Source: an optimization exercise on an open RTL-to-GDS flow (aim: small area, a short achievable clock period and few clock cycles per item). Production flows keep margins and buffers that such runs may drop.
Function was checked by simulation only, so behaviour that the tests miss may differ from the original.
No activity file was given, so power comes from the tool's default toggle rates.

==> design.v <==
module tsq_decoder (
    input  wire        clk,
    input  wire        rst,           
    input  wire        start,         
    input  wire        ext,           
    input  wire [22:0] in_size,       
    output wire        idle,
    input  wire        in_valid,
    input  wire [7:0]  in_data,
    output wire        in_ready,
    output wire        mem_re,
    output wire [17:0] mem_raddr,
    input  wire [7:0]  mem_rdata,     
    output wire        mem_we,
    output wire [17:0] mem_waddr,
    output wire [7:0]  mem_wdata,
    output wire        done,          
    output wire [3:0]  status,
    output wire [18:0] out_size
);
    localparam [22:0] OUTPUT_SIZE = 23'd327680;
    localparam [2:0] ST_OK       = 3'd0;
    localparam [2:0] ERR_SIZE    = 3'd2;
    localparam [2:0] ERR_INSIZE  = 3'd3;
    localparam [2:0] ERR_UNDERRUN= 3'd4;
    localparam [2:0] ERR_OFFSET  = 3'd5;
    localparam [2:0] ERR_OVERLAP = 3'd6;
    localparam [2:0] ERR_OVERRUN = 3'd7;
    localparam B_IDLE = 0,
               B_HDR  = 1,    
               B_WAIT = 2,    
               B_GHDR = 3,    
               B_LIT  = 4,    
               B_OFF0 = 5,
               B_OFF1 = 6,
               B_VAL  = 7,    
               B_FIN  = 8,    
               B_DONE = 9,
               B_CHK  = 10;   
    localparam [10:0] P_IDLE = 11'd1 << B_IDLE,
                      P_CHK  = 11'd1 << B_CHK,
                      P_HDR  = 11'd1 << B_HDR,
                      P_WAIT = 11'd1 << B_WAIT,
                      P_GHDR = 11'd1 << B_GHDR,
                      P_LIT  = 11'd1 << B_LIT,
                      P_OFF0 = 11'd1 << B_OFF0,
                      P_OFF1 = 11'd1 << B_OFF1,
                      P_VAL  = 11'd1 << B_VAL,
                      P_FIN  = 11'd1 << B_FIN,
                      P_DONE = 11'd1 << B_DONE;
    localparam [2:0] I_GHDR = 3'd0,
                     I_LIT  = 3'd1,
                     I_REF  = 3'd2,
                     I_FIN  = 3'd3,
                     I_ERR  = 3'd4;
    reg [10:0] ps;
    reg        r_bad;          
    reg [4:0]  cnt;            
    reg [2:0]  st;
    reg        r_ext;
    reg        d_en;           
    reg        h_pend;         
    reg [18:0] irem;           
    reg        first;          
    reg [18:0] orem;           
    reg        orem_z;         
    reg [18:0] pj;             
    reg [17:0] anchor;
    reg [7:0]  ctrl;
    reg [7:0]  sz0, sz1, sz2, sz3;
    reg        ex;             
    reg        par;            
    reg [2:0]  kn;             
    reg        s_c;            
    reg [6:0]  s_len;          
    reg        n_v;
    reg [2:0]  n_kind;
    reg [6:0]  n_len;          
    reg        n_ovr;
    reg        n_held;         
    reg [7:0]  off_lo, off_hi;
    reg        lo_gt, lo_z, lo_lt;
    reg        v_eoff, v_eovl, v_small;
    reg        e_act;
    reg        e_last;
    reg [17:0] e_src;
    reg [6:0]  e_len;          
    reg        rd_pend;        
    reg        we_r;
    reg [7:0]  wdata;
    reg [17:0] wj;
    function [6:0] dec_len(input c, input [3:0] nib, input e);
        dec_len = (!c && e && nib <= 4'd2) ? (7'd32 + {1'b0, nib[1:0], 4'd0})
                                           : ({3'd0, nib} + 7'd1);
    endfunction
    wire       kn_c = ctrl[3'd7 - kn];
    reg  [7:0] kn_szb;
    always @(*) begin
        case (kn[2:1])
        2'd0: kn_szb = sz0;
        2'd1: kn_szb = sz1;
        2'd2: kn_szb = sz2;
        default: kn_szb = sz3;
        endcase
    end
    wire [3:0] kn_nib = kn[0] ? kn_szb[3:0] : kn_szb[7:4];
    reg  lit_rdy;              
    reg  rdy;                  
    wire take     = rdy && in_valid;
    wire lit_take = ps[B_LIT] && lit_rdy && in_valid;
    wire last     = (cnt == 5'd0);
    assign idle      = ps[B_IDLE];
    assign in_ready  = rdy;
    assign mem_re    = e_act;
    assign mem_raddr = e_src;
    assign mem_we    = we_r;
    assign mem_waddr = wj;
    assign mem_wdata = wdata;
    assign done      = ps[B_DONE];
    assign status    = {1'b0, st};
    assign out_size  = pj;             
    wire [15:0] off   = {off_hi, off_lo};
    wire [18:0] diff  = {1'b0, anchor} - {3'd0, off};
    wire v_err   = v_eoff || v_eovl || n_ovr;
    wire v_acc   = v_small ? (!e_act && !rd_pend) : (!e_act || e_last);
    wire v_go    = ps[B_VAL] && !v_err && v_acc;
    wire irem_small = (irem[18:5] == 14'd0);
    wire grp_uf     = irem_small && (irem[4:0] < (first ? 5'd8 : 5'd5));
    wire lit_uf     = irem_small && (irem[4:0] < s_len[4:0]);
    wire ref_uf     = irem_small && (irem[4:0] < 5'd2);
    wire sym_ovr    = (orem[18:7] == 12'd0) && (orem[6:0] < s_len);
    wire [18:0] idec = ex ? (first ? 19'd8 : 19'd5) : (s_c ? {12'd0, s_len} : 19'd2);
    wire d_go    = d_en && !n_v && !h_pend;
    wire d_sym   = d_go && !ex && !orem_z;
    wire c_end = ps[B_WAIT] || v_go ||
                 ((ps[B_GHDR] || ps[B_LIT] || ps[B_HDR]) && take && last);
    wire kill = ps[B_DONE];
    wire [18:0] orem_nx = orem - {12'd0, s_len};
    wire size_err = (in_data[7:3] != 5'd0 ||
                     (in_data[2] && (in_data[1:0] != 2'd0 || orem[15:0] != 16'd0)));
    reg [10:0] ps_nx;
    always @(*) begin
        ps_nx = ps;
        case (1'b1)
        ps[B_IDLE]: if (start) ps_nx = P_CHK;
        ps[B_CHK]:  ps_nx = r_bad ? P_DONE : P_HDR;
        ps[B_OFF0]: if (take) ps_nx = P_OFF1;
        ps[B_OFF1]: if (take) ps_nx = P_VAL;
        ps[B_VAL]:  if (v_err) ps_nx = P_DONE;
        ps[B_FIN]:  if (!e_act) ps_nx = P_DONE;
        ps[B_DONE]: ps_nx = P_IDLE;
        default: ;
        endcase
        if (c_end) begin
            if (!n_v || n_held) ps_nx = P_WAIT;
            else begin
                case (n_kind)
                I_GHDR:  ps_nx = P_GHDR;
                I_LIT:   ps_nx = P_LIT;
                I_REF:   ps_nx = P_OFF0;
                I_FIN:   ps_nx = P_FIN;
                default: ps_nx = P_DONE;
                endcase
            end
        end
        if (ps[B_HDR] && take && last && size_err) ps_nx = P_DONE;
        if (rst) ps_nx = P_IDLE;
    end
    always @(posedge clk) begin
        begin
            ps      <= ps_nx;
            rdy     <= ps_nx[B_HDR] || ps_nx[B_GHDR] || ps_nx[B_OFF0] || ps_nx[B_OFF1] ||
                       (ps_nx[B_LIT] && !e_act && !v_go);
            we_r    <= !kill && (rd_pend || lit_take);
            rd_pend <= !kill && e_act;
            lit_rdy <= !e_act && !v_go;
            wdata   <= rd_pend ? mem_rdata : in_data;
            if (we_r) wj <= wj + 18'd1;
            if (v_go) begin
                n_v    <= 1'b0;
                n_held <= 1'b0;
            end
            if (v_go) begin
                e_act  <= 1'b1;
                e_src  <= diff[17:0];
                e_len  <= n_len;
                e_last <= (n_len == 7'd1);
            end else if (e_act) begin
                e_src  <= e_src + 18'd1;
                e_len  <= e_len - 7'd1;
                e_last <= (e_len == 7'd2);
                if (e_last) e_act <= 1'b0;
            end
            if (kill) e_act <= 1'b0;
            if (d_go) begin
                n_v <= 1'b1;
                if (orem_z) begin
                    n_kind <= I_FIN;
                    d_en   <= 1'b0;
                end else if (ex) begin
                    h_pend <= 1'b1;
                    first  <= 1'b0;
                    if (grp_uf) begin
                        n_kind <= I_ERR;
                        n_len  <= {4'd0, ERR_UNDERRUN};
                        d_en   <= 1'b0;
                    end else begin
                        n_kind <= I_GHDR;
                    end
                end else if (s_c) begin
                    if (lit_uf || sym_ovr) begin
                        n_kind <= I_ERR;
                        n_len  <= {4'd0, lit_uf ? ERR_UNDERRUN : ERR_OVERRUN};
                        d_en   <= 1'b0;
                    end else begin
                        n_kind <= I_LIT;
                        n_len  <= s_len;
                    end
                end else begin
                    if (ref_uf) begin
                        n_kind <= I_ERR;
                        n_len  <= {4'd0, ERR_UNDERRUN};
                        d_en   <= 1'b0;
                    end else begin
                        n_kind <= I_REF;
                        n_len  <= s_len;
                        n_ovr  <= sym_ovr;
                    end
                end
                irem <= irem - idec;
            end
            if (d_sym) begin
                orem   <= orem_nx;
                orem_z <= (orem_nx == 19'd0);
                pj     <= pj + {12'd0, s_len};
                if (!par) anchor <= pj[17:0];
                par    <= !par;
                kn     <= kn + 3'd1;
                ex     <= (kn == 3'd0);
                s_c    <= kn_c;
                s_len  <= dec_len(kn_c, kn_nib, r_ext);
            end
            if (take) cnt <= cnt - 5'd1;
            case (1'b1)
            ps[B_IDLE]: begin
                r_ext  <= ext;
                irem   <= in_size[18:0];
                first  <= 1'b1;
                r_bad  <= (in_size > OUTPUT_SIZE || in_size < 23'd3);
                pj     <= 19'd0;
                wj     <= 18'd0;
                ex     <= 1'b1;
                cnt    <= 5'd2;
                d_en   <= 1'b0;
                h_pend <= 1'b0;
                n_v    <= 1'b0;
                n_held <= 1'b0;
            end
            ps[B_CHK]: begin
                if (r_bad) begin
                    st <= ERR_INSIZE;
                end
            end
            ps[B_HDR]: if (take) begin
                case (cnt[1:0])
                2'd2: orem[7:0]  <= in_data;
                2'd1: orem[15:8] <= in_data;
                default: begin
                    orem[18:16] <= in_data[2:0];
                    orem_z <= (in_data[2:0] == 3'd0) && (orem[15:0] == 16'd0);
                    d_en   <= 1'b1;
                end
                endcase
            end
            ps[B_GHDR]: if (take) begin
                case (cnt[2:0])
                3'd4: ctrl <= in_data;
                3'd3: begin
                    sz0    <= in_data;
                    ex     <= 1'b0;
                    par    <= 1'b0;
                    kn     <= 3'd1;
                    h_pend <= 1'b0;
                    s_c    <= ctrl[7];
                    s_len  <= dec_len(ctrl[7], in_data[7:4], r_ext);
                end
                3'd2: sz1 <= in_data;
                3'd1: sz2 <= in_data;
                default: sz3 <= in_data;
                endcase
            end
            ps[B_OFF0]: if (take) begin
                off_lo <= in_data;
                lo_gt  <= (in_data > anchor[7:0]);
                lo_z   <= (in_data == 8'd0);
                lo_lt  <= !in_data[7] && (in_data[6:0] < n_len);
            end
            ps[B_OFF1]: if (take) begin
                off_hi  <= in_data;
                v_eoff  <= (lo_z && in_data == 8'd0) ||
                           (anchor[17:16] == 2'd0 &&
                            (in_data > anchor[15:8] || (in_data == anchor[15:8] && lo_gt)));
                v_eovl  <= (in_data == 8'd0) && lo_lt;
                v_small <= (in_data == 8'd0) && (off_lo[7:2] == 6'd0);
            end
            ps[B_VAL]: if (v_err) begin
                st <= v_eoff ? ERR_OFFSET : (v_eovl ? ERR_OVERLAP : ERR_OVERRUN);
                pj <= 19'd0;
            end
            ps[B_FIN]: if (!e_act) begin
                st <= ST_OK;
            end
            default: ;
            endcase
            if (c_end) begin
                if (n_v && !n_held) begin
                    n_v <= 1'b0;
                    case (n_kind)
                    I_GHDR: cnt <= 5'd4;
                    I_LIT:  cnt <= n_len[4:0] - 5'd1;
                    I_REF:  begin n_v <= 1'b1; n_held <= 1'b1; end
                    I_FIN:  ;
                    default: begin st <= n_len[2:0]; pj <= 19'd0; end
                    endcase
                end
            end
            if (ps[B_HDR] && take && last && size_err) begin
                st   <= ERR_SIZE;
                d_en <= 1'b0;
            end
        end
        if (rst) begin
            e_act   <= 1'b0;
            rd_pend <= 1'b0;
            we_r    <= 1'b0;
        end
    end
endmodule
==> flow/run.sh <==
#!/bin/bash
# The standard layout, with the port buffers placed as the smallest buffer
# cell (the resizer sizes them up where timing needs it).
set -euo pipefail
export BUFFER_PORTS_ARGS="-buffer_cell sky130_fd_sc_hd__buf_1"
bash standard.sh > standard.log 2>&1
==> standard.sh <==
#!/bin/bash
# synth_recipe.tcl (not shown) runs the flow's synth.tcl, then flattens the netlist and writes it again
# the make line also repeats each setting of config.mk as NAME=value (left out here)
make -C /OpenROAD-flow-scripts/flow DESIGN_CONFIG=/design/flow/config.mk WORK_HOME=/design/flow/orfs CLKGATE_MAP_FILE= SYNTH_SCRIPT=/design/flow/synth_recipe.tcl "${@:-finish}"
==> config.mk <==
export PLATFORM = sky130hd
export DESIGN_NAME = tsq_decoder
export DESIGN_NICKNAME = tsq_decoder
export VERILOG_FILES = /design/flow/design.v
export SDC_FILE = /design/flow/constraint.sdc
export NUM_CORES = 4
export LEC_CHECK = 0
export CAP_MARGIN = 20
export CORE_MARGIN = 2
export CORE_UTILIZATION = 60
export CTS_CLUSTER_DIAMETER = 60
export CTS_CLUSTER_SIZE = 20
export SETUP_SLACK_MARGIN = 4.6
export SLEW_MARGIN = 20
==> constraint.sdc <==
create_clock -name core_clock -period 7.5 [get_ports {clk}]
set_input_delay 1.5000 -clock core_clock [delete_from_list [all_inputs] [get_ports {clk}]]
set_output_delay 1.5000 -clock core_clock [all_outputs]
set_load 0.01 [all_outputs]
==> results of run 1 <==
## power breakdown
| part | internal, mW | leakage, nW | switching (mW) |
|---|---|---|---|
| Combinational | 0.0524 | 3.40 | 0.0898 |
| Sequential | 1.43 | 2.07 | 0.0150 |
| Clock | 0.679 | 0.381 | 0.568 |
## logic make-up (layout without fill, tap and decap cells)
| family | Yosys count | after routing | synth area share |
|---|---|---|---|
| AND/OR/NAND/NOR | 510 | 510 | 0.188 |
| buffers and inverters | 132 | 263 | 0.0394 |
| adder cells (fa/ha/maj) | 88 | 88 | 0.0841 |
| AO/OA/AOI/OAI | 279 | 279 | 0.137 |
| multiplexers | 18 | 18 | 0.0195 |
| other | 1 | 1 | 0.000279 |
| flip-flops | 245 | 245 | 0.467 |
| XOR/XNOR | 99 | 99 | 0.0644 |
## registers in the layout, indices dropped and copies added, names as in the netlist, 11 cells and up
register  cells
ps           11
wj           18
anchor       18
irem         19
e_src        18
orem         19
pj           19
## worst paths after layout
path              end  slack (ps)  cells after the start
max             pj[8]        4670                      7
min            n_held         510                      1
max reg2reg  irem[18]        4720                     11
min reg2reg    n_held         510                      1
## repair_timing
item / CTS / global route
gates cloned: 0 / 0
buffers inserted: 6 / 7
setup endpoints to repair: 62 / 74
gates resized for setup: 20 / 28
## per-layer routing
layer | up-vias | global-route usage | part of all wire
met5 | - | 0 | 0
li1 | 5206 | - | -
met4 | 0 | 0.0839 | 0.026
met1 | 5107 | 0.376 | 0.42
met3 | 62 | 0.0349 | 0.056
met2 | 344 | 0.502 | 0.49
## layout make-up
class,instances,area share
timing repair buffer,138,0.0420
inverter,87,0.0223
multi-input combinational,995,0.447
sequential,245,0.415
tap,280,0.0230
clock inverter,16,0.0166
clock buffer,22,0.0348
## cell usage in the layout, fill, tap and decap left out, drive strengths merged, types with 18 or more instances in the layout
cell	count
a21o	21
a21oi	64
and3	18
buf	138
clkbuf	22
dfxtp	107
edfxtp	138
ha	84
inv	89
nand2	133
nand3	35
nand4	28
nor2	132
nor3	48
o21ai	70
o31ai	18
xnor2	47
xor2	52
## critical path, delay by kind of cell
family	cells	cell delay (ps)
AO/OA/AOI/OAI	1	320
buffers and inverters	1	180
AND/OR/NAND/NOR	5	1210
==> out/metrics.yaml, run 1 <==
status:
  outcome: "finished clean"
grt:
  grt-ovfl-total: 0
  antenna_found_initial: 0
  grt_pass1_vias: 10300
  grt_use_total: 0.287
  grt_pass1_wl_um: 54500
  grt_max_degree: 43
timing:
  slew_viol_final: 0
  relSlewSlack: 0.417
  clock_skew_ps: 28.3
  tns_ps: 0
  finalCritPeriodShare: 0.378
  rsz0062_at_grt: "yes"
  worstMarginPinSlew_ps: 872
  fin_crit_ps: 2830
  setup_ws_ps: 4670
  finalHoldViolations: 0
  fmax_ghz: 0.353
  holdWs_ps: 509
  setup_viol: 0
clock_network:
  path_clk_slew_ps: 80
  cts_tree: "done"
  clk_latency_ps: 540
  clockBufferDepth: 3
  cts_hold_buf: 0
  cts_buffers: 21
  cts_root_buf: "clkbuf_16"
  clock_sinks: 245
  htree_levels: 1
synth:
  synth-async-reset-ratio: 0
  yosysWarnings: 1
  synth-seq-area-share: 0.467
  synth_ff_type: "edfxtp_1"
  synth_top_cell_area_share: 0.308
  syn-num-nets: 1504
  syn_avg_cell_area_um2: 9.81
  synth_cells: 1372
  syn-cell-area_um2: 13500
  ys_seq_elements: 245
  synth_most_common_cell: "edfxtp_1"
  synth.distinct_cells: 87
  synth-edff-count: 138
  synth_top_cell_by_area: "edfxtp_1"
  ys_top_cells_by_count: "edfxtp_1, nand2_1, nor2_1, dfxtp_1, inv_1"
  synth.area.top_cells: "edfxtp_1, dfxtp_1, ha_1"
placement:
  pre_cts_slack_ps: 3630
  port_buffers: 114
  dp_hpwl_um: 24400
  place_area_um2: 14100
  dp.cells: 1732
  routabilityCongestion: 0.875
worst_setup_path:
  arrival_ps: 3230
  worstSetupStartpoint: "in_valid"
  crit_path_max_incr_delay_ps: 330
  path_max_fanout: 19
  crit_path_cell_trace: "buf_1, and3b_1, nor4b_2, or3_1, nand3_2, o211ai_4, nor2_1"
  endpoint_kind: "flip-flop"
  crit-reg2reg-launch: "s_c"
  required_ps: 7900
  worst_setup_path_start_kind: "input pin"
  cpMaxStageDelayCell: "nor4b_2"
  critPathKind: "input pin to flip-flop"
finish:
  instances_no_fill: 1783
  synthToLayoutAreaGrowth_pct: 13.0
  register_area_um2: 6300
  layout.nets: 1620
  fillers: 1747
  finalInstanceArea_um2: 15200
  drive_gt1_frac: 0.0885
  multiInputGateArea_um2: 6790
  fin_util: 0.695
  n_antenna_cell: 0
floorplanning:
  num_rows: 54
  core_area_um2: 21900
  start_util: 0.615
  fp.dieW_um: 154
  ios: 116
  die_y_um: 154
  fp.dieArea_um2: 23600
drt:
  wl_um: 34500
  ant_nets: 0
  wl_per_cell_um: 19.3
  drt_iter0_drc: 898
  num_vias: 10700
  drt-pass1-iter-count: 5
  drc: 0
  vias_per_cell: 6.01
pwr:
  peakVddDrop_uv: 177
  finalPower_mw: 2.83
  leakagePower_nw: 5.86
  power.density_nw_per_um2: 186
min_path:
  hp-start: "n_held"
  hold_path_class: "flip-flop to flip-flop"
job:
  drv_cap: 0
Testbench counts, summed over its fixed seeds: cycles 402,748, bytes 355,495.
==> inputs of run 2 (changes only) <==
--- a/config.mk
+++ b/config.mk
@@ -11,4 +11,4 @@
 export CTS_CLUSTER_DIAMETER = 60
 export CTS_CLUSTER_SIZE = 20
-export SETUP_SLACK_MARGIN = 4.6
+export SETUP_SLACK_MARGIN = 4.9
 export SLEW_MARGIN = 20
==> out/metrics.yaml, run 2 <==
synth:
  synth_cells: 1372  # unchanged
  synth_ff_type: "edfxtp_1"
  synth-async-reset-ratio: 0  # unchanged
  synth.area.top_cells: "edfxtp_1, dfxtp_1, ha_1"
  synth_most_common_cell: "edfxtp_1"
  ys_top_cells_by_count: "edfxtp_1, nand2_1, nor2_1, dfxtp_1, inv_1"
  synth.distinct_cells: 87  # unchanged
  syn_avg_cell_area_um2: 9.81  # unchanged
  synth_simple_gate_area_frac: 0.188  # unchanged
  ys_seq_elements: 245  # unchanged
  synth_top_cell_area_share: 0.308  # unchanged
  syn-num-nets: 1504  # unchanged
  synthAdderAreaFrac: 0.0841  # unchanged
  synthMuxAreaShare: 0.0195  # unchanged
  synth-edff-count: 138  # unchanged
  synth_top_cell_by_area: "edfxtp_1"
  synthXorXnorAreaFrac: 0.0644  # unchanged
  synth-seq-area-share: 0.467  # unchanged
  synth_compound_area_frac: 0.137  # unchanged
  yosysWarnings: 1  # unchanged
  synth_top_family_by_area: "simple AND/OR/NAND/NOR gates"
  syn-cell-area_um2: 13500  # unchanged
grt:
  grt_pass1_wl_um: 57300  # +5.0%
  grt_use_total: 0.301  # +0.0144
  antenna_found_initial: 0  # unchanged
  grt-ovfl-total: 0  # unchanged
  grt_max_degree: 42  # -2.3%
  grt_pass1_vias: 10900  # +6.1%
worst_setup_path:
  r2r_end: "n_len[1]"
  crit_family: "flip-flops"
  path_max_fanout: 4  # -15
  arrival_ps: 1160  # -2070 ps
  worst_setup_path_start_kind: "flip-flop"
  cpMaxStageDelayCell: "edfxtp_1"
  crit_path_max_incr_delay_ps: 450  # +120 ps
  crit_path_cell_trace: "clkbuf_2"
  required_ps: 6000  # -1900 ps
  crit-reg2reg-launch: "irem[11]"
  r2r_slack_ps: 4880  # +160 ps
  reg2reg_depth: 7  # -4
  critPathKind: "flip-flop to primary output"
  path_buf_inv: 1  # unchanged
  endpoint_kind: "primary output"
finish:
  layout_common_cells: "edfxtp_1, nand2_1, nor2_1"
  fillers: 1552  # -11%
  instances_no_fill: 1858  # +4.2%
  n_antenna_cell: 0  # unchanged
  reg_top3: "irem (19), orem (19), pj (19)"
  final_common_cell: "edfxtp_1"
  drive_gt1_frac: 0.234  # +0.145
  layout.nets: 1692  # +4.4%
  synthToLayoutAreaGrowth_pct: 22.6
clock_network:
  path_clk_slew_ps: 80  # about the same
  cts_root_buf: "clkbuf_16"
  cts_hold_buf: 0  # unchanged
  clockBufferDepth: 3  # unchanged
  cts_tree: "done"
  clock_sinks: 245  # unchanged
  cts_buffers: 24  # +14%
  clk_latency_ps: 560  # +20 ps
  htree_levels: 1  # unchanged
placement:
  dp.cells: 1732  # unchanged
  port_buffers: 114  # unchanged
  routabilityCongestion: 0.920  # +5.1%
  dp_hpwl_um: 23900  # -2.1%
drt:
  wl_per_cell_um: 19.8  # +2.3%
  drc: 0  # unchanged
  num_vias: 11200  # +4.5%
  drt-pass1-iter-count: 7  # +2
  drt_iter0_drc: 933  # +3.9%
  wl_um: 36800  # +6.6%
  vias_per_cell: 6.03  # +0.32%
  ant_nets: 0  # unchanged
floorplanning:
  num_rows: 54  # unchanged
  die_y_um: 154  # unchanged
  fp.dieArea_um2: 23600  # unchanged
  fp.dieW_um: 154  # unchanged
  start_util: 0.615  # unchanged
  ios: 116  # unchanged
  core_area_um2: 21900  # unchanged
timing:
  relSlewSlack: 0.481  # +0.0643
  clock_skew_ps: 17.6  # -10.7 ps
  slew_viol_final: 0  # unchanged
  finalCritPeriodShare: 0.354  # -0.0237
  finalHoldViolations: 0  # unchanged
  setup_viol: 0  # unchanged
  fmax_ghz: 0.376  # +6.7%
  fin_crit_ps: 2660  # -178 ps
  rsz0062_at_grt: "yes"
  tns_ps: 0  # unchanged
  worstMarginPinSlew_ps: 774  # -98.6 ps
status:
  outcome: "finished clean"
min_path:
  hp-start: "ps[9]"
  worstHoldPathCells: 1  # unchanged
  hold_path_class: "flip-flop to flip-flop"
  holdPathEnd: "e_act"
pwr:
  peakVddDrop_uv: 190  # +7.3%
  leakagePower_nw: 6.50  # +11%
  power.density_nw_per_um2: 178  # -4.5%
job:
  drv_cap: 0  # unchanged
-- run 2: changes by cell type in the layout (fill, tap and decap cells not counted), sizes merged --
cell      delta
buf         +32
bufinv       -4
clkbuf      +38
clkinv       +1
clkinvlp     +1
inv          +4
o211ai       +3
-- run 2: how the worst max path moves through the flow --
stage / start / endpoint / depth (start not counted)
final: e_src[2] / mem_raddr[2] / 1
after floorplan: in_valid / st[1] / 6
after detailed placement: in_valid / s_len[0] / 7
after global routing: s_len[1] / irem[12] / 11
after CTS: in_valid / pj[3] / 7
after global placement: in_valid / s_len[1] / 7
-- run 2: where the power goes --
part	switching, mW	internal (mW)	leakage (nW)
clock network	0.644	0.669	0.421
registers	0.0177	1.42	2.10
logic	0.108	0.0743	3.98
total	0.770	2.17	6.50
-- run 2: cell type report --
| class | instances | area (µm²) | share of cell area |
|---|---|---|---|
| repair buffers | 203 | 1250 | 0.0757 |
| multi-input cells | 998 | 7270 | 0.441 |
| inverters | 87 | 342 | 0.0207 |
| flip-flops and latches | 245 | 6400 | 0.388 |
| repair inverters | 1 | 5.00 | 0.000303 |
| clock buffers | 27 | 643 | 0.0390 |
| clock inverters | 17 | 226 | 0.0137 |
| well taps | 280 | 350 | 0.0212 |
-- run 2: logic make-up after synthesis --
group                    count (synthesis)
AO/OA/AOI/OAI                          279
XOR/XNOR                                99
adder cells (fa/ha/maj)                 88
buffers and inverters                  132
flip-flops                             245
multiplexers                            18
other                                    1
AND/OR/NAND/NOR                        510
-- run 2: repair_timing --
action	CTS	global route
buffers inserted	44	34
cloned	2	2
gates resized for setup	126	121
pin swaps	24	36
endpoints found under the setup margin	195	133
-- run 2: layer usage --
layer / global-route usage / vias to the layer above / wire (µm)
met3: 0.0378 / 69 / 2430
met4: 0.0992 / 0 / 1200
met2: 0.517 / 406 / 17800
met5: 0 / - / 0
li1: - / 5369 / -
met1: 0.398 / 5362 / 15300
-- run 2: stage by stage --
step | hold slack (ps) | setup slack [ps] | area (µm²) | power [mW] | util
after detailed placement | 477 | 3790 | 14300 | 1.61 | 0.654
after global routing | 452 | 4800 | 16500 | 3.01 | 0.753
after floorplan | 460 | 4650 | 13700 | 1.56 | -
final | 442 | 4840 | 16500 | 2.94 | 0.753
after global placement | 470 | 3850 | 14300 | 1.61 | 0.654
after CTS | 475 | 4840 | 15900 | 2.92 | 0.725
==> inputs of run 3 (changes only) <==
--- a/config.mk
+++ b/config.mk
@@ -11,4 +11,5 @@
 export CTS_CLUSTER_DIAMETER = 60
 export CTS_CLUSTER_SIZE = 20
-export SETUP_SLACK_MARGIN = 4.9
+export PLACE_DENSITY = 0.75
+export SETUP_SLACK_MARGIN = 4.8
 export SLEW_MARGIN = 20
==> out/metrics.yaml, run 3 <==
timing:
  worstMarginPinSlew_ps: 848  # +74.5 ps
  tns_ps: 0  # unchanged
  fmax_ghz: 0.371  # -1.4%
  rsz0062_at_grt: "yes"
  relSlewSlack: 0.433  # -0.0482
  finalCritPeriodShare: 0.359  # +0.00500
  fin_crit_ps: 2690  # +37.5 ps
  setup_viol: 0  # unchanged
  slew_viol_final: 0  # unchanged
  clock_skew_ps: 22.3  # +4.72 ps
  finalHoldViolations: 0  # unchanged
clock_network:
  cts_buffers: 19  # -21%
  cts_root_buf: "clkbuf_16"
  path_clk_slew_ps: 80  # about the same
  clockBufferDepth: 3  # unchanged
  cts_hold_buf: 0  # unchanged
  htree_levels: 1  # unchanged
  clk_latency_ps: 510  # -50 ps
  clock_sinks: 245  # unchanged
  cts_tree: "done"
finish:
  drive_gt1_frac: 0.133  # -0.101
  final_common_cell: "edfxtp_1"
  n_antenna_cell: 0  # unchanged
  synthToLayoutAreaGrowth_pct: 16.7
  reg_top3: "irem (19), orem (19), pj (19)"
  layout.nets: 1650  # -2.5%
  layout_common_cells: "edfxtp_1, nand2_1, nor2_1"
synth:
  synth_simple_gate_area_frac: 0.188  # unchanged
  syn-cell-area_um2: 13500  # unchanged
  synth_top_family_by_area: "simple AND/OR/NAND/NOR gates"
  synth.distinct_cells: 87  # unchanged
  synth.area.top_cells: "edfxtp_1, dfxtp_1, ha_1"
  synth-async-reset-ratio: 0  # unchanged
  synthMuxAreaShare: 0.0195  # unchanged
  synth-edff-count: 138  # unchanged
  ys_seq_elements: 245  # unchanged
  ys_top_cells_by_count: "edfxtp_1, nand2_1, nor2_1, dfxtp_1, inv_1"
  synth_top_cell_by_area: "edfxtp_1"
  synthXorXnorAreaFrac: 0.0644  # unchanged
  synthAdderAreaFrac: 0.0841  # unchanged
  synth_compound_area_frac: 0.137  # unchanged
  synth_ff_type: "edfxtp_1"
  synth_cells: 1372  # unchanged
  synth_most_common_cell: "edfxtp_1"
  synth_top_cell_area_share: 0.308  # unchanged
  yosysWarnings: 1  # unchanged
  syn-num-nets: 1504  # unchanged
  synth-seq-area-share: 0.467  # unchanged
  syn_avg_cell_area_um2: 9.81  # unchanged
grt:
  grt_pass1_vias: 10100  # -7.5%
  grt-ovfl-total: 0  # unchanged
  antenna_found_initial: 0  # unchanged
  grt_use_total: 0.271  # -0.0297
  grt_max_degree: 49  # +17%
  grt_pass1_wl_um: 52200  # -8.8%
placement:
  routabilityCongestion: 0.938  # +2.0%
  port_buffers: 114  # unchanged
  dp_hpwl_um: 22800  # -4.8%
min_path:
  worstHoldPathCells: 1  # unchanged
  holdPathEnd: "n_held"
  hold_path_class: "flip-flop to flip-flop"
  hp-start: "n_held"
floorplanning:
  core_area_um2: 21900  # unchanged
  fp.dieW_um: 154  # unchanged
  num_rows: 54  # unchanged
  die_y_um: 154  # unchanged
  ios: 116  # unchanged
  fp.dieArea_um2: 23600  # unchanged
  start_util: 0.615  # unchanged
status:
  outcome: "finished clean"
worst_setup_path:
  reg2reg_depth: 12  # +5
  r2r_end: "irem[12]"
  r2r_slack_ps: 4820  # -60 ps
  worst_setup_path_start_kind: "input pin"
  arrival_ps: 3100  # +1940 ps
  path_max_fanout: 4  # unchanged
  endpoint_kind: "flip-flop"
  critPathKind: "input pin to flip-flop"
  crit-reg2reg-launch: "s_c"
  required_ps: 7900  # +1900 ps
drt:
  vias_per_cell: 6.09  # +0.98%
  drc: 0  # unchanged
  drt-pass1-iter-count: 5  # -2
  drt_iter0_drc: 945  # +1.3%
  ant_nets: 0  # unchanged
  wl_per_cell_um: 18.9  # -4.5%
  num_vias: 11000  # -1.6%
  wl_um: 34200  # -7.0%
pwr:
  comb_power_share: 0.068  # +0.006
  swShare: 0.238  # -0.0243
  finalPower_mw: 2.66  # -9.3%
  seq_power_share: 0.543  # +0.052
  intPower_mw: 2.03  # -6.3%
  p_switching_mw: 0.634  # -18%
  power.density_nw_per_um2: 170  # -4.7%
  p_clk_frac: 0.390  # -0.057
  peakVddDrop_uv: 184  # -3.5%
  leakagePower_nw: 6.02  # -7.4%
job:
  drv_cap: 0  # unchanged
[run 3: cell count changes in the layout (fill, tap and decap cells not counted), sizes merged]
| cell | previous run | this run |
|---|---|---|
| buf | 170 | 164 |
| clkbuf | 60 | 28 |
| clkinv | 9 | 3 |
| inv | 93 | 90 |
| o211ai | 7 | 6 |
[run 3: area by class of cell]
type / instances / area, µm²
clock inverter: 9 / 82.6
clock buffer: 24 / 538
fill: 1677 / 6180
inverter: 87 / 343
tap: 280 / 350
multi-input combinational: 997 / 7130
sequential: 245 / 6310
timing repair buffer: 168 / 946
[run 3: how the worst max path moves through the flow]
| stage | from | endpoint | slack (ps) | cells after the start |
|---|---|---|---|---|
| 3_3_place_gp | in_valid | s_len[1] | 3870 | 7 |
| 3_5_place_dp | in_valid | s_len[0] | 3860 | 7 |
| 2_1_floorplan | in_data[1] | v_eoff | 4650 | 8 |
| 5_1_grt | s_c | irem[16] | 4690 | 12 |
| 6_report | in_valid | rdy | 4810 | 9 |
| 4_1_cts | ps[0] | idle | 4590 | 2 |
[run 3: repair_timing]
action | in CTS | in global routing
pin swaps | 10 | 32
endpoints found under the setup margin | 127 | 85
setup buffers | 23 | 17
gates cloned | 0 | 4
gates resized for setup | 49 | 57
[run 3: kinds of logic (layout without fill, tap and decap cells)]
| family | Yosys count | after routing |
|---|---|---|
| and+or+nand+nor | 510 | 510 |
| AOI/OAI and AO/OA | 279 | 281 |
| DFF | 245 | 245 |
| buffers and inverters | 132 | 288 |
| xor gates and xnor gates | 99 | 99 |
| adders and majority gates | 88 | 88 |
| muxes | 18 | 18 |
| other | 1 | 1 |
[run 3: worst max-delay path, stage by stage]
cell and delay, ps:
buf_8 100, and3b_2 190, nor4b_4 130, buf_4 170
o31ai_4 340, nor3_4 70, a32oi_1 160, nor2_1 80
a221o_1 350
[run 3: power groups by stage]
stage               registers, mW  clock network [mW]  logic, mW
finish                       1.45                1.04      0.180
global route                 1.45                1.10      0.195
CTS                          1.44                1.05      0.153
floorplan                    1.47                   0     0.0874
detailed placement           1.48                   0      0.137
global placement             1.48                   0      0.132
[run 3: metal layers]
| layer | global-route usage | vias to the layer above | part of all wire |
|---|---|---|---|
| met1 | 0.376 | 5295 | 0.44 |
| met4 | 0.0970 | 0 | 0.038 |
| met3 | 0.0386 | 86 | 0.058 |
| li1 | - | 5292 | - |
| met5 | 0 | - | 0 |
| met2 | 0.439 | 350 | 0.47 |
[run 3: metrics by stage]
stage | setup slack [ps] | std cells | area, µm² | hold slack, ps | utilization
finish | 4810 | 1810 | 15700 | 503 | 0.717
CTS | 4590 | 1789 | 15300 | 507 | 0.697
global placement | 3870 | 1733 | 14300 | 470 | 0.653
global route | 4690 | 1810 | 15700 | 524 | 0.717
floorplan | 4650 | 1372 | 13700 | 460 | -
detailed placement | 3860 | 1733 | 14300 | 484 | 0.653
==> inputs of run 4 (changes only) <==
--- a/config.mk
+++ b/config.mk
@@ -11,5 +11,4 @@
 export CTS_CLUSTER_DIAMETER = 60
 export CTS_CLUSTER_SIZE = 20
-export PLACE_DENSITY = 0.75
 export SETUP_SLACK_MARGIN = 4.8
 export SLEW_MARGIN = 20
==> out/metrics.yaml, run 4 <==
status:
  outcome: "finished clean"
clock_network:
  clockBufferDepth: 3  # unchanged
  cts_hold_buf: 0  # unchanged
  cts_root_buf: "clkbuf_16"
  cts_tree: "done"
  path_clk_slew_ps: 80  # about the same
  cts_buffers: 20  # +1
  clk_latency_ps: 510  # about the same
  htree_levels: 1  # unchanged
  clock_sinks: 245  # unchanged
drt:
  vias_per_cell: 6.04  # -0.84%
  ant_nets: 0  # unchanged
  wl_per_cell_um: 19.2  # +1.5%
  drt-pass1-iter-count: 5  # unchanged
  wl_um: 34800  # +1.6%
  drc: 0  # unchanged
  drt_iter0_drc: 650  # -31%
  num_vias: 10900  # -0.73%
timing:
  setup_viol: 0  # unchanged
  finalCritPeriodShare: 0.356  # -0.00366
  fmax_ghz: 0.375  # +1.0%
  setup_ws_ps: 4830  # +27.4 ps
  finalHoldViolations: 0  # unchanged
  relSlewSlack: 0.420  # -0.0136
  slew_viol_final: 0  # unchanged
  worstMarginPinSlew_ps: 868  # +20.4 ps
  fin_crit_ps: 2670  # -27.4 ps
  rsz0062_at_grt: "yes"
  clock_skew_ps: 15.2  # -7.14 ps
  tns_ps: 0  # unchanged
finish:
  register_area_um2: 6310  # about the same
  n_antenna_cell: 0  # unchanged
  final_common_cell: "edfxtp_1"
  fillers: 1694  # +1.0%
  reg_top3: "irem (19), orem (19), pj (19)"
  drive_gt1_frac: 0.128  # -0.00474
  multiInputGateArea_um2: 7090  # -0.65%
  synthToLayoutAreaGrowth_pct: 17.0
  fin_util: 0.719  # +0.00143
  layout.nets: 1650  # unchanged
  layout_common_cells: "edfxtp_1, nand2_1, nor2_1"
grt:
  grtUsageMet1: 0.382  # +0.00673
  grt_pass1_vias: 10300  # +2.0%
  met2_usage: 0.494  # +0.0542
  grt_util_met3: 0.0268  # -0.0118
  grt_use_total: 0.284  # +0.0123
  grt-ovfl-total: 0  # unchanged
  grt-busiest-layer: "met2"
  grt_max_degree: 31  # -37%
  antenna_found_initial: 0  # unchanged
  grt_pass1_wl_um: 54300  # +3.9%
synth:
  synth_top_cell_by_area: "edfxtp_1"
  synth.distinct_cells: 87  # unchanged
  ys_seq_elements: 245  # unchanged
  syn-num-nets: 1504  # unchanged
  synth_ff_type: "edfxtp_1"
  synth_cells: 1372  # unchanged
  synth.area.top_cells: "edfxtp_1, dfxtp_1, ha_1"
  ys_top_cells_by_count: "edfxtp_1, nand2_1, nor2_1, dfxtp_1, inv_1"
  synth-async-reset-ratio: 0  # unchanged
  synth_most_common_cell: "edfxtp_1"
  synth-edff-count: 138  # unchanged
  synth-seq-area-share: 0.467  # unchanged
  yosysWarnings: 1  # unchanged
  syn-cell-area_um2: 13500  # unchanged
  synth_top_cell_area_share: 0.308  # unchanged
  syn_avg_cell_area_um2: 9.81  # unchanged
worst_setup_path:
  path_max_fanout: 6  # +2
  endpoint_kind: "primary output"
  worst_setup_path_start_kind: "flip-flop"
  crit_path_cell_trace: "buf_1"
  required_ps: 6000  # -1900 ps
  crit_family: "flip-flops"
  crit_path_max_incr_delay_ps: 460  # +110 ps
  cpMaxStageDelayCell: "dfxtp_1"
  path_buf_inv: 1  # -1
  arrival_ps: 1170  # -1930 ps
  critPathKind: "flip-flop to primary output"
floorplanning:
  num_rows: 54  # unchanged
  fp.dieW_um: 154  # unchanged
  core_area_um2: 21900  # unchanged
  die_y_um: 154  # unchanged
  start_util: 0.615  # unchanged
  fp.dieArea_um2: 23600  # unchanged
  ios: 116  # unchanged
placement:
  port_buffers: 114  # unchanged
  routabilityCongestion: 0.923  # -1.6%
  pre_cts_slack_ps: 3840  # -16.1 ps
  dp_hpwl_um: 24000  # +5.1%
pwr:
  leakagePower_nw: 6.04  # +0.36%
  peakVddDrop_uv: 171  # -6.8%
  power.density_nw_per_um2: 173  # +1.9%
  finalPower_mw: 2.72  # +2.1%
job:
  drv_cap: 0  # unchanged
min_path:
  hold_path_class: "flip-flop to flip-flop"
-- run 4: metrics by stage --
| stage | hold slack (ps) | instances | instance area [µm²] |
|---|---|---|---|
| detailed placement | 476 | 1733 | 14300 |
| global route | 515 | 1812 | 15700 |
| CTS | 494 | 1786 | 15300 |
| floorplan | 460 | 1372 | 13700 |
| finish | 492 | 1812 | 15700 |
| global placement | 468 | 1733 | 14300 |
-- run 4: kinds of logic (layout without fill, tap and decap cells) --
group / Yosys count / count (layout) / synth area share
adders and majority gates: 88 / 88 / 0.0841
xor gates and xnor gates: 99 / 99 / 0.0644
muxes: 18 / 18 / 0.0195
AOI/OAI and AO/OA: 279 / 281 / 0.137
other: 1 / 1 / 0.000279
and+or+nand+nor: 510 / 510 / 0.188
buffers and inverters: 132 / 290 / 0.0394
DFF: 245 / 245 / 0.467
-- run 4: timing repair --
action | 4_1_cts | 5_1_grt
buffers inserted | 16 | 23
pin swaps | 7 | 20
gates cloned | 1 | 3
gates resized for setup | 41 | 52
setup endpoints to repair | 159 | 127
-- run 4: routing by layer --
metal  routed length (µm)  vias up  part of all wire
met5                    0        -                 0
met2                17300      351              0.50
met1                14800     5251              0.43
met4                  782        0             0.022
met3                 1900       59             0.055
li1                     -     5281                 -
-- run 4: path summary, 6_finish.rpt --
check	slack (ps)	startpoint	endpoint	cells past startpoint
max reg2reg	4840	s_c	irem[14]	11
min	490	n_held	n_held	1
min reg2reg	490	n_held	n_held	1
max	4830	pj[8]	out_size[8]	1
-- run 4: area by class of cell --
cell class,count,share of cell area
Tap cell,280,0.0223
Clock buffer,24,0.0355
Multi-Input combinational cell,997,0.450
Clock inverter,12,0.00763
Timing Repair Buffer,167,0.0613
Sequential cell,245,0.401
Inverter,87,0.0218
-- run 4: report_power, final --
part	internal [mW]	switching [mW]
clock	0.558	0.542
combinational	0.0732	0.103
sequential	1.43	0.0162
total	2.06	0.661
==> inputs of run 5 (changes only) <==
--- a/config.mk
+++ b/config.mk
@@ -11,4 +11,5 @@
 export CTS_CLUSTER_DIAMETER = 60
 export CTS_CLUSTER_SIZE = 20
+export GPL_TIMING_DRIVEN = 0
 export SETUP_SLACK_MARGIN = 4.8
 export SLEW_MARGIN = 20
==> out/metrics.yaml, run 5 <==
finish:
  synthToLayoutAreaGrowth_pct: 19.2
  layout.nets: 1685  # +2.1%
  fillers: 1644  # -3.0%
  final_common_cell: "edfxtp_1"
  finalInstanceArea_um2: 16000  # +1.9%
  n_antenna_cell: 0  # unchanged
  multiInputGateArea_um2: 7190  # +1.4%
  reg_top3: "irem (19), orem (19), pj (19)"
  fin_util: 0.733  # +0.0139
  layout_common_cells: "edfxtp_1, nand2_1, nor2_1"
  register_area_um2: 6300  # -0.18%
  drive_gt1_frac: 0.150  # +0.0219
worst_setup_path:
  r2r_end: "n_len[0]"
  path_max_fanout: 4  # -2
  crit_path_cell_trace: "or3_4, or4_4, or3b_4, a211oi_4, or2_1, nor2_2, a21o_1"
  required_ps: 7770  # +1770 ps
  r2r_slack_ps: 4790  # -50 ps
  reg2reg_depth: 7  # -4
  crit_family: "simple AND/OR/NAND/NOR gates"
  cpMaxStageDelayCell: "or4_4"
  crit-reg2reg-launch: "irem[11]"
  crit_path_max_incr_delay_ps: 470  # about the same
  path_buf_inv: 0  # -1
  critPathKind: "flip-flop to flip-flop"
  endpoint_kind: "flip-flop"
  worst_setup_path_start_kind: "flip-flop"
  arrival_ps: 2980  # +1810 ps
floorplanning:
  core_area_um2: 21900  # unchanged
  start_util: 0.615  # unchanged
  fp.dieArea_um2: 23600  # unchanged
  num_rows: 54  # unchanged
  die_y_um: 154  # unchanged
  ios: 116  # unchanged
  fp.dieW_um: 154  # unchanged
synth:
  synth_ff_type: "edfxtp_1"
  yosysWarnings: 1  # unchanged
  synth_most_common_cell: "edfxtp_1"
  syn_avg_cell_area_um2: 9.81  # unchanged
  synth_top_cell_area_share: 0.308  # unchanged
  synth-seq-area-share: 0.467  # unchanged
  ys_top_cells_by_count: "edfxtp_1, nand2_1, nor2_1, dfxtp_1, inv_1"
  synth.distinct_cells: 87  # unchanged
  synth_cells: 1372  # unchanged
  synth_top_cell_by_area: "edfxtp_1"
  ys_seq_elements: 245  # unchanged
  syn-cell-area_um2: 13500  # unchanged
  synth-edff-count: 138  # unchanged
  synth.area.top_cells: "edfxtp_1, dfxtp_1, ha_1"
  synth-async-reset-ratio: 0  # unchanged
  syn-num-nets: 1504  # unchanged
grt:
  grt_use_total: 0.294  # +0.0108
  grt_pass1_wl_um: 55500  # +2.4%
  grt-ovfl-total: 0  # unchanged
  antenna_found_initial: 0  # unchanged
  grt_max_degree: 28  # -9.7%
  grt_pass1_vias: 10600  # +2.2%
placement:
  dp_hpwl_um: 25600  # +6.6%
  routabilityCongestion: 0.925  # +0.25%
  pre_cts_slack_ps: 3420  # -415 ps
  place_area_um2: 14400  # +1.0%
  port_buffers: 114  # unchanged
clock_network:
  path_clk_slew_ps: 70  # about the same
  cts_root_buf: "clkbuf_16"
  htree_levels: 1  # unchanged
  clock_sinks: 245  # unchanged
  clockBufferDepth: 3  # unchanged
  cts_tree: "done"
  cts_buffers: 22  # +10%
  clk_latency_ps: 520  # about the same
min_path:
  hp-start: "n_held"
  hold_path_class: "flip-flop to flip-flop"
  holdPathEnd: "n_held"
  worstHoldPathCells: 1  # unchanged
drt:
  drc: 0  # unchanged
  vias_per_cell: 6.05  # +0.18%
  drt_iter0_drc: 912  # +40%
  num_vias: 11200  # +2.2%
  ant_nets: 0  # unchanged
  wl_um: 36400  # +4.7%
  drt-pass1-iter-count: 5  # unchanged
  wl_per_cell_um: 19.7  # +2.7%
pwr:
  peakVddDrop_uv: 200  # +17%
  leakagePower_nw: 6.20  # +2.6%
  power.density_nw_per_um2: 176  # +1.6%
status:
  outcome: "finished clean"
timing:
  finalHoldViolations: 0  # unchanged
  worstMarginPinSlew_ps: 855  # -13.3 ps
  slew_viol_final: 0  # unchanged
  rsz0062_at_grt: "yes"
  holdWs_ps: 494  # +1.55 ps
  tns_ps: 0  # unchanged
  fmax_ghz: 0.369  # -1.7%
  setup_viol: 0  # unchanged
  finalCritPeriodShare: 0.362  # +0.00623
  setup_ws_ps: 4790  # -46.8 ps
  fin_crit_ps: 2710  # +46.8 ps
  clock_skew_ps: 25.6  # +10.4 ps
  relSlewSlack: 0.430  # +0.0103
job:
  drv_cap: 0  # unchanged
==> run 5: changes by cell type in the layout (fill, tap and decap cells not counted), moves of 4 or more <==
cell	delta
clkbuf_1	+23
buf_2	+10
clkbuf_8	+4
clkinv_4	-4
inv_6	+4
nor3_2	+4
buf_1	-7
==> run 5: layer usage <==
metal,up-vias,routed length [µm],track usage
met1,5312,14900,0.388
met2,425,17700,0.502
met4,0,1120,0.100
met5,-,0,0
li1,5365,-,-
met3,78,2640,0.0403
==> run 5: worst register-to-register path, stage by stage (launching register included) <==
cell and delay (ps):
edfxtp_1 430, or3_4 440, or4_4 470, or3b_4 430
a211oi_4 290, or2_1 190, nor2_2 60, a21o_1 150
==> run 5: where the power goes <==
group	internal [mW]	leakage (nW)	switching, mW
logic	0.0730	3.75	0.106
registers	1.43	2.08	0.0159
clock network	0.654	0.370	0.537
total	2.16	6.20	0.659
==> run 5: layout make-up <==
type	instances	share of cell area
Buffer	45	0.0172
Clock buffer	30	0.0401
Clock inverter	9	0.00694
Inverter	87	0.0206
Multi-Input combinational cell	996	0.448
Sequential cell	245	0.393
Tap cell	280	0.0218
Timing Repair Buffer	156	0.0524
==> run 5: cell families after synthesis <==
kind of cell | after synthesis | synth area share
AO/OA/AOI/OAI | 279 | 0.137
AND/OR/NAND/NOR | 510 | 0.188
XOR/XNOR | 99 | 0.0644
buffers and inverters | 132 | 0.0394
multiplexers | 18 | 0.0195
flip-flops | 245 | 0.467
adder cells (fa/ha/maj) | 88 | 0.0841
other | 1 | 0.000279
==> run 5: how the worst max path moves through the flow <==
stage | slack [ps] | depth (start not counted) | from | end
floorplan | 4650 | 8 | in_data[1] | v_eoff
global placement | 3160 | 8 | in_data[1] | rdy
detailed placement | 3420 | 6 | in_data[2] | rdy
CTS | 4630 | 7 | in_data[7] | rdy
global route | 4680 | 13 | ex | irem[12]
finish | 4790 | 7 | irem[11] | n_len[0]
==> run 5: timing repair <==
| item | in CTS | in global routing |
|---|---|---|
| setup buffers | 13 | 27 |
| setup endpoints to repair | 130 | 123 |
| hold buffers | 0 | 0 |
| pin swaps | 9 | 29 |
| cloned | 1 | 2 |
| resized for setup | 69 | 85 |
==> run 5: through the flow <==
stage	std cells	power (mW)
after global routing	1848	2.89
after global placement	1766	1.61
final	1848	2.82
after floorplan	1372	1.56
after CTS	1819	2.80
after detailed placement	1766	1.62
==> inputs of run 6 (changes only) <==
--- a/config.mk
+++ b/config.mk
@@ -11,5 +11,4 @@
 export CTS_CLUSTER_DIAMETER = 60
 export CTS_CLUSTER_SIZE = 20
-export GPL_TIMING_DRIVEN = 0
-export SETUP_SLACK_MARGIN = 4.8
+export SETUP_SLACK_MARGIN = 4.7
 export SLEW_MARGIN = 20
==> out/metrics.yaml, run 6 <==
clock_network:
  cts_hold_buf: 0  # unchanged
  cts_root_buf: "clkbuf_16"
  clock_sinks: 245  # unchanged
  path_clk_slew_ps: 80  # about the same
  cts_buffers: 24  # +9.1%
  cts_tree: "done"
  htree_levels: 1  # unchanged
  clk_latency_ps: 540  # +20 ps
  clockBufferDepth: 3  # unchanged
grt:
  grt_pass1_wl_um: 55700  # +0.32%
  antenna_found_initial: 0  # unchanged
  grt_pass1_vias: 10500  # -0.18%
  grt-ovfl-total: 0  # unchanged
  grt_use_total: 0.293  # -0.00100
  grt_max_degree: 31  # +11%
timing:
  rsz0062_at_grt: "yes"
  finalCritPeriodShare: 0.368  # +0.00590
  fin_crit_ps: 2760  # +44.2 ps
  tns_ps: 0  # unchanged
  slew_viol_final: 0  # unchanged
  clock_skew_ps: 21.0  # -4.52 ps
  holdWs_ps: 494  # +0.210 ps
  setup_viol: 0  # unchanged
  finalHoldViolations: 0  # unchanged
  worstMarginPinSlew_ps: 890  # +35.3 ps
  fmax_ghz: 0.363  # -1.6%
  relSlewSlack: 0.405  # -0.0250
drt:
  wl_per_cell_um: 19.6  # -0.66%
  ant_nets: 0  # unchanged
  drt-pass1-iter-count: 5  # unchanged
  vias_per_cell: 6.06  # +0.23%
  drc: 0  # unchanged
  drt_iter0_drc: 723  # -21%
  num_vias: 10900  # -2.5%
  wl_um: 35200  # -3.4%
finish:
  reg_top3: "irem (19), orem (19), pj (19)"
  drive_gt1_frac: 0.111  # -0.0385
  final_common_cell: "edfxtp_1"
  layout_common_cells: "edfxtp_1, nand2_1, nor2_1"
  fin_util: 0.712  # -0.0206
  layout.nets: 1631  # -3.2%
  n_antenna_cell: 0  # unchanged
  finalInstanceArea_um2: 15600  # -2.8%
  synthToLayoutAreaGrowth_pct: 15.9
worst_setup_path:
  worst_setup_path_start_kind: "flip-flop"
  crit_path_cell_trace: "buf_12, buf_1"
  crit_path_max_incr_delay_ps: 400  # -70 ps
  crit_family: "flip-flops"
  cpMaxStageDelayCell: "dfxtp_4"
  endpoint_kind: "primary output"
  arrival_ps: 1260  # -1720 ps
  path_max_fanout: 15  # +11
  required_ps: 6000  # -1770 ps
  critPathKind: "flip-flop to primary output"
  path_buf_inv: 2  # +2
pwr:
  leakagePower_nw: 6.01  # -3.0%
  intPower_mw: 2.18  # +1.3%
  power.density_nw_per_um2: 187  # +6.4%
  comb_power_share: 0.054  # -0.010
  swShare: 0.250  # +0.0158
  peakVddDrop_uv: 216  # +8.1%
  p_switching_mw: 0.728  # +10%
  seq_power_share: 0.496  # -0.017
  p_clk_frac: 0.450  # +0.027
  finalPower_mw: 2.91  # +3.4%
min_path:
  hold_path_class: "flip-flop to flip-flop"
synth:
  ys_top_cells_by_count: "edfxtp_1, nand2_1, nor2_1, dfxtp_1, inv_1"
  synth-async-reset-ratio: 0  # unchanged
  synth_top_cell_area_share: 0.308  # unchanged
  syn-num-nets: 1504  # unchanged
  synth_most_common_cell: "edfxtp_1"
  syn-cell-area_um2: 13500  # unchanged
  synth.distinct_cells: 87  # unchanged
  ys_seq_elements: 245  # unchanged
  synth.area.top_cells: "edfxtp_1, dfxtp_1, ha_1"
  synth-seq-area-share: 0.467  # unchanged
  synth-edff-count: 138  # unchanged
  yosysWarnings: 1  # unchanged
  synth_ff_type: "edfxtp_1"
  synth_cells: 1372  # unchanged
  syn_avg_cell_area_um2: 9.81  # unchanged
  synth_top_cell_by_area: "edfxtp_1"
job:
  drv_cap: 0  # unchanged
placement:
  place_area_um2: 14200  # -1.3%
  dp_hpwl_um: 24200  # -5.3%
  routabilityCongestion: 0.901  # -2.6%
  port_buffers: 114  # unchanged
floorplanning:
  num_rows: 54  # unchanged
  start_util: 0.615  # unchanged
  die_y_um: 154  # unchanged
  fp.dieArea_um2: 23600  # unchanged
  core_area_um2: 21900  # unchanged
  ios: 116  # unchanged
  fp.dieW_um: 154  # unchanged
status:
  outcome: "finished clean"
run 6: final timing paths:
path / from / end / slack (ps) / depth (start not counted)
setup reg to reg: s_len[4] / n_len[1] / 4760 / 7
hold / removal: n_held / n_held / 490 / 1
setup / recovery: ps[0] / idle / 4740 / 2
hold reg to reg: n_held / n_held / 490 / 1
run 6: worst reg2reg max path, cell delays in order, from the launching register on:
cell      delay [ps]
dfxtp_1          510
inv_1            200
ha_1             290
or3_1            390
nand3b_1         270
a211oi_4         400
o31ai_2          230
a21o_1           220
run 6: stage by stage:
step                      setup WS, ps  std cells
final                             4740       1797
after global placement            3770       1733
after CTS                         4710       1786
after global routing              4630       1797
after detailed placement          3640       1733
after floorplan                   4650       1372
run 6: area by class of cell:
type | instances | area, µm²
multi-input cells | 995 | 6950
clock buffers | 27 | 676
well taps | 280 | 350
repair buffers | 146 | 768
flip-flops and latches | 245 | 6310
inverters | 87 | 343
fillers | 1726 | 6300
clock inverters | 17 | 193
run 6: routing by layer:
layer,up-vias,GRT usage,part of all wire
li1,5235,-,-
met1,5236,0.382,0.41
met4,0,0.0786,0.025
met2,364,0.522,0.50
met5,-,0,0
met3,62,0.0324,0.063
run 6: kinds of logic after synthesis:
kind of cell,Yosys count,share of synthesized area
AO/OA/AOI/OAI,279,0.137
XOR/XNOR,99,0.0644
adder cells (fa/ha/maj),88,0.0841
buffers and inverters,132,0.0394
flip-flops,245,0.467
multiplexers,18,0.0195
other,1,0.000279
AND/OR/NAND/NOR,510,0.188
run 6: power groups by stage:
stage	sequential (mW)	combinational, mW	clock [mW]
after global placement	1.48	0.135	0
final	1.44	0.157	1.31
after detailed placement	1.48	0.137	0
after floorplan	1.47	0.0865	0
after CTS	1.45	0.148	1.33
after global routing	1.45	0.173	1.38
run 6: timing repair:
action                                  CTS  global route
gates cloned                              2             0
pin swaps                                 2            12
endpoints found under the setup margin  118            91
setup buffers                             7            11
resized for setup                        29            45
==> inputs of run 7 (changes only) <==
--- a/config.mk
+++ b/config.mk
@@ -11,4 +11,4 @@
 export CTS_CLUSTER_DIAMETER = 60
 export CTS_CLUSTER_SIZE = 20
-export SETUP_SLACK_MARGIN = 4.7
+export SETUP_SLACK_MARGIN = 4.85
 export SLEW_MARGIN = 20
==> out/metrics.yaml, run 7 <==
floorplanning:
  num_rows: 54  # unchanged
  die_y_um: 154  # unchanged
  core_area_um2: 21900  # unchanged
  fp.dieW_um: 154  # unchanged
  start_util: 0.615  # unchanged
  fp.dieArea_um2: 23600  # unchanged
  ios: 116  # unchanged
finish:
  final_common_cell: "edfxtp_1"
  multiInputGateArea_um2: 7290  # +5.0%
  register_area_um2: 6340  # +0.46%
  layout.nets: 1668  # +2.3%
  drive_gt1_frac: 0.168  # +0.0570
  instances_no_fill: 1830  # +1.8%
  layout_common_cells: "edfxtp_1, nand2_1, nor2_1"
  fillers: 1633  # -5.4%
  n_antenna_cell: 0  # unchanged
  synthToLayoutAreaGrowth_pct: 19.5
  reg_top3: "irem (19), orem (19), pj (19)"
worst_setup_path:
  crit_path_max_incr_delay_ps: 310  # -90 ps
  reg2reg_depth: 10  # +3
  r2r_end: "irem[14]"
  arrival_ps: 3100  # +1840 ps
  r2r_slack_ps: 4810  # +50 ps
  critPathKind: "input pin to flip-flop"
  crit_path_cell_trace: "clkbuf_4, and3b_2, nor4b_4, buf_4, nor3_4, a32oi_1, nor2_1, a221o_1"
  required_ps: 7910  # +1910 ps
  cpMaxStageDelayCell: "nor4b_4"
  worst_setup_path_start_kind: "input pin"
  endpoint_kind: "flip-flop"
  path_max_fanout: 6  # -9
  crit-reg2reg-launch: "s_c"
status:
  outcome: "finished clean"
drt:
  drt_iter0_drc: 768  # +6.2%
  wl_per_cell_um: 19.6  # +0.19%
  drc: 0  # unchanged
  vias_per_cell: 6.03  # -0.54%
  ant_nets: 0  # unchanged
  wl_um: 35900  # +2.0%
  num_vias: 11000  # +1.3%
  drt-pass1-iter-count: 5  # unchanged
synth:
  synth-edff-count: 138  # unchanged
  yosysWarnings: 1  # unchanged
  synthXorXnorAreaFrac: 0.0644  # unchanged
  synth.area.top_cells: "edfxtp_1, dfxtp_1, ha_1"
  synth_compound_area_frac: 0.137  # unchanged
  synth.distinct_cells: 87  # unchanged
  synth-async-reset-ratio: 0  # unchanged
  syn_avg_cell_area_um2: 9.81  # unchanged
  synth_top_family_by_area: "simple AND/OR/NAND/NOR gates"
  synth_simple_gate_area_frac: 0.188  # unchanged
  synth_most_common_cell: "edfxtp_1"
  synth_top_cell_area_share: 0.308  # unchanged
  synthAdderAreaFrac: 0.0841  # unchanged
  synth-seq-area-share: 0.467  # unchanged
  syn-cell-area_um2: 13500  # unchanged
  synthMuxAreaShare: 0.0195  # unchanged
  ys_top_cells_by_count: "edfxtp_1, nand2_1, nor2_1, dfxtp_1, inv_1"
  syn-num-nets: 1504  # unchanged
  ys_seq_elements: 245  # unchanged
  synth_ff_type: "edfxtp_1"
  synth_top_cell_by_area: "edfxtp_1"
  synth_cells: 1372  # unchanged
placement:
  port_buffers: 114  # unchanged
  routabilityCongestion: 0.916  # +1.6%
  dp.cells: 1733  # unchanged
  pre_cts_slack_ps: 3830  # +197 ps
  dp_hpwl_um: 23900  # -1.1%
min_path:
  holdPathEnd: "n_held"
  hp-start: "n_held"
  hold_path_class: "flip-flop to flip-flop"
  worstHoldPathCells: 1  # unchanged
grt:
  met2_usage: 0.497  # -0.0246
  grt_pass1_wl_um: 55400  # -0.55%
  grt_max_degree: 42  # +35%
  grtUsageMet1: 0.399  # +0.0164
  grt_use_total: 0.290  # -0.00318
  antenna_found_initial: 0  # unchanged
  grt-busiest-layer: "met2"
  grt_pass1_vias: 10400  # -1.5%
  grt-ovfl-total: 0  # unchanged
  grt_util_met3: 0.0318  # -0.000564
clock_network:
  cts_hold_buf: 0  # unchanged
  path_clk_slew_ps: 80  # about the same
  clk_latency_ps: 520  # -20 ps
  cts_tree: "done"
  clock_sinks: 245  # unchanged
  cts_buffers: 21  # -13%
  clockBufferDepth: 3  # unchanged
  cts_root_buf: "clkbuf_16"
  htree_levels: 1  # unchanged
timing:
  tns_ps: 0  # unchanged
  fmax_ghz: 0.372  # +2.5%
  setup_ws_ps: 4810  # +67.9 ps
  finalHoldViolations: 0  # unchanged
  worstMarginPinSlew_ps: 1000  # +112 ps
  clock_skew_ps: 15.4  # -5.65 ps
  slew_viol_final: 0  # unchanged
  finalCritPeriodShare: 0.359  # -0.00906
  relSlewSlack: 0.331  # -0.0737
  setup_viol: 0  # unchanged
  rsz0062_at_grt: "yes"
  fin_crit_ps: 2690  # -67.9 ps
pwr:
  power.density_nw_per_um2: 171  # -8.6%
  finalPower_mw: 2.75  # -5.7%
  leakagePower_nw: 6.14  # +2.2%
  peakVddDrop_uv: 199  # -7.6%
job:
  drv_cap: 0  # unchanged
==> run 7: metal layers <==
metal | routed length (µm) | vias to the layer above
met5 | 0 | -
met4 | 840 | 0
met3 | 2020 | 53
met2 | 17800 | 340
met1 | 15200 | 5334
li1 | - | 5310
==> run 7: layout make-up <==
class	count	share of cell area
Clock buffer	24	0.0340
Inverter	87	0.0213
Multi-Input combinational cell	998	0.454
Sequential cell	245	0.394
Clock inverter	13	0.00895
Timing Repair Buffer	183	0.0661
Tap cell	280	0.0218
==> run 7: worst max-delay path, delay by kind of cell <==
kind	cells	cell delay (ps)
AND/OR/NAND/NOR	4	690
AO/OA/AOI/OAI	2	560
buffers and inverters	2	350
==> run 7: kinds of logic (layout without fill, tap and decap cells) <==
kind of cell / count (synthesis) / in the layout
AND/OR/NAND/NOR: 510 / 510
AO/OA/AOI/OAI: 279 / 282
flip-flops: 245 / 245
buffers and inverters: 132 / 307
XOR/XNOR: 99 / 99
adder cells (fa/ha/maj): 88 / 88
multiplexers: 18 / 18
other: 1 / 1
==> run 7: stage by stage <==
step	area, µm²	utilization	hold slack, ps
2_1_floorplan	13700	-	460
3_3_place_gp	14300	0.654	474
3_5_place_dp	14300	0.654	474
4_1_cts	15400	0.704	493
5_1_grt	16100	0.735	507
6_report	16100	0.735	492
==> run 7: worst max-delay path by stage <==
stage / startpoint / endpoint / slack, ps / cells past startpoint
floorplan: in_valid / st[1] / 4650 / 6
global placement: in_valid / s_len[2] / 3900 / 7
detailed placement: in_valid / s_len[0] / 3830 / 7
CTS: ps[0] / idle / 4740 / 2
global route: s_c / irem[14] / 4690 / 11
finish: in_valid / rdy / 4810 / 8
==> run 7: power breakdown <==
group          internal, mW  switching, mW
combinational        0.0748          0.106
sequential             1.43         0.0174
clock                 0.557          0.562
total                  2.06          0.685
==> run 7: what timing repair did <==
action,in CTS,in global routing
gates cloned,1,4
resized for setup,62,92
pin swaps,7,36
buffers inserted,23,32
endpoints found under the setup margin,151,123
==> inputs of run 8 (changes only) <==
--- a/config.mk
+++ b/config.mk
@@ -6,9 +6,9 @@
 export NUM_CORES = 4
 export LEC_CHECK = 0
-export CAP_MARGIN = 20
+export CAP_MARGIN = 0
 export CORE_MARGIN = 2
 export CORE_UTILIZATION = 60
 export CTS_CLUSTER_DIAMETER = 60
 export CTS_CLUSTER_SIZE = 20
-export SETUP_SLACK_MARGIN = 4.85
-export SLEW_MARGIN = 20
+export SETUP_SLACK_MARGIN = 4.8
+export SLEW_MARGIN = 0
==> out/metrics.yaml, run 8 <==
timing:
  finalCritPeriodShare: 0.356  # -0.00307
  setup_ws_ps: 4830  # +23.1 ps
  relSlewSlack: 0.420  # +0.0884
  worstMarginPinSlew_ps: 868  # -134 ps
  finalHoldViolations: 0  # unchanged
  slew_viol_final: 0  # unchanged
  rsz0062_at_grt: "yes"
  holdWs_ps: 492  # +0.216 ps
  fmax_ghz: 0.375  # +0.87%
grt:
  grt_pass1_wl_um: 54300  # -2.1%
  antenna_found_initial: 0  # unchanged
  grtUsageMet1: 0.382  # -0.0165
  grt_pass1_vias: 10300  # -0.48%
  met2_usage: 0.494  # -0.00381
  grt_util_met3: 0.0268  # -0.00507
placement:
  routabilityCongestion: 0.923  # +0.75%
  pre_cts_slack_ps: 3840  # +5.08 ps
  port_buffers: 114  # unchanged
status:
  outcome: "finished clean"
synth:
  synth_ff_type: "edfxtp_1"
  synth-seq-area-share: 0.467  # unchanged
  synth-edff-count: 138  # unchanged
  yosysWarnings: 1  # unchanged
  ys_top_cells_by_count: "edfxtp_1, nand2_1, nor2_1, dfxtp_1, inv_1"
  synth-async-reset-ratio: 0  # unchanged
  synth_cells: 1372  # unchanged
  synth.distinct_cells: 87  # unchanged
  synth_top_cell_by_area: "edfxtp_1"
worst_setup_path:
  worstSetupStartpoint: "pj[8]"
  r2r_slack_ps: 4840  # +30 ps
  arrival_ps: 1170  # -1930 ps
  crit_family: "flip-flops"
  cpMaxStageDelayCell: "dfxtp_1"
  crit_path_max_incr_delay_ps: 460  # +150 ps
  reg2reg_depth: 11  # +1
  path_buf_inv: 1  # -1
  required_ps: 6000  # -1910 ps
  critPathCapture: "out_size[8]"
  endpoint_kind: "primary output"
  critPathKind: "flip-flop to primary output"
  crit-reg2reg-launch: "s_c"
finish:
  final_common_cell: "edfxtp_1"
  reg_top3: "irem (19), orem (19), pj (19)"
  layout.nets: 1650  # -1.1%
  multiInputGateArea_um2: 7090  # -2.8%
  fin_util: 0.719  # -0.0156
  register_area_um2: 6310  # -0.39%
  layout_common_cells: "edfxtp_1, nand2_1, nor2_1"
pwr:
  power.density_nw_per_um2: 173  # +1.2%
  leakagePower_nw: 6.04  # -1.6%
  finalPower_mw: 2.72  # -0.93%
  peakVddDrop_uv: 171  # -14%
clock_network:
  clockBufferDepth: 3  # unchanged
  clock_sinks: 245  # unchanged
  cts_buffers: 20  # -4.8%
  path_clk_slew_ps: 80  # about the same
  clk_latency_ps: 510  # about the same
  cts_tree: "done"
drt:
  wl_um: 34800  # -3.1%
  num_vias: 10900  # -0.86%
  drc: 0  # unchanged
  drt_iter0_drc: 650  # -15%
  ant_nets: 0  # unchanged
  wl_per_cell_um: 19.2  # -2.1%
floorplanning:
  core_area_um2: 21900  # unchanged
  ios: 116  # unchanged
  start_util: 0.615  # unchanged
  num_rows: 54  # unchanged
  fp.dieW_um: 154  # unchanged
  die_y_um: 154  # unchanged
min_path:
  hold_path_class: "flip-flop to flip-flop"
[run 8: layout make-up]
| cell class | instances | area share |
|---|---|---|
| inverter | 87 | 0.0218 |
| clock inverter | 12 | 0.00763 |
| timing repair buffer | 167 | 0.0613 |
| sequential | 245 | 0.401 |
| clock buffer | 24 | 0.0355 |
| multi-input combinational | 997 | 0.450 |
| tap | 280 | 0.0223 |
[run 8: timing repair]
item / in CTS / in global routing
setup endpoints to repair: 159 / 127
pin swaps: 7 / 20
setup buffers: 16 / 23
gates cloned: 1 / 3
resized for setup: 41 / 52
[run 8: metal layers]
layer / share of wire / wire (µm)
met5: 0 / 0
met4: 0.022 / 782
met3: 0.055 / 1900
met2: 0.50 / 17300
met1: 0.43 / 14800
[run 8: report_power, final]
part | total [mW] | leakage [nW] | switching [mW] | internal [mW]
clock network | 1.10 | 0.326 | 0.542 | 0.558
registers | 1.44 | 2.08 | 0.0162 | 1.43
logic | 0.176 | 3.64 | 0.103 | 0.0732
total | 2.72 | 6.04 | 0.661 | 2.06
[run 8: through the flow]
stage	instances	instance area [µm²]
3_5_place_dp	1733	14300
2_1_floorplan	1372	13700
6_report	1812	15700
5_1_grt	1812	15700
3_3_place_gp	1733	14300
4_1_cts	1786	15300
[run 8: how the worst min path moves through the flow]
stage,startpoint,end,slack [ps],cells past startpoint
2_1_floorplan,n_held,n_held,460,1
3_3_place_gp,n_held,n_held,470,1
3_5_place_dp,n_held,n_held,480,1
4_1_cts,n_held,n_held,490,1
5_1_grt,n_held,n_held,510,1
6_report,n_held,n_held,490,1
[run 8: cells by family after synthesis]
logic type / count (synthesis) / share of synthesized area
adders and majority gates: 88 / 0.0841
DFF: 245 / 0.467
other: 1 / 0.000279
AOI/OAI and AO/OA: 279 / 0.137
xor gates and xnor gates: 99 / 0.0644
and+or+nand+nor: 510 / 0.188
muxes: 18 / 0.0195
buffers and inverters: 132 / 0.0394

Setup slack of run 8, layout unchanged: 4.833 ns with ideal ports, 4.787 ns with driving cells assumed (clock clkbuf_16, inputs buf_2), 4.304 ns with port delays also shifted by the 0.554 ns mid clock arrival.
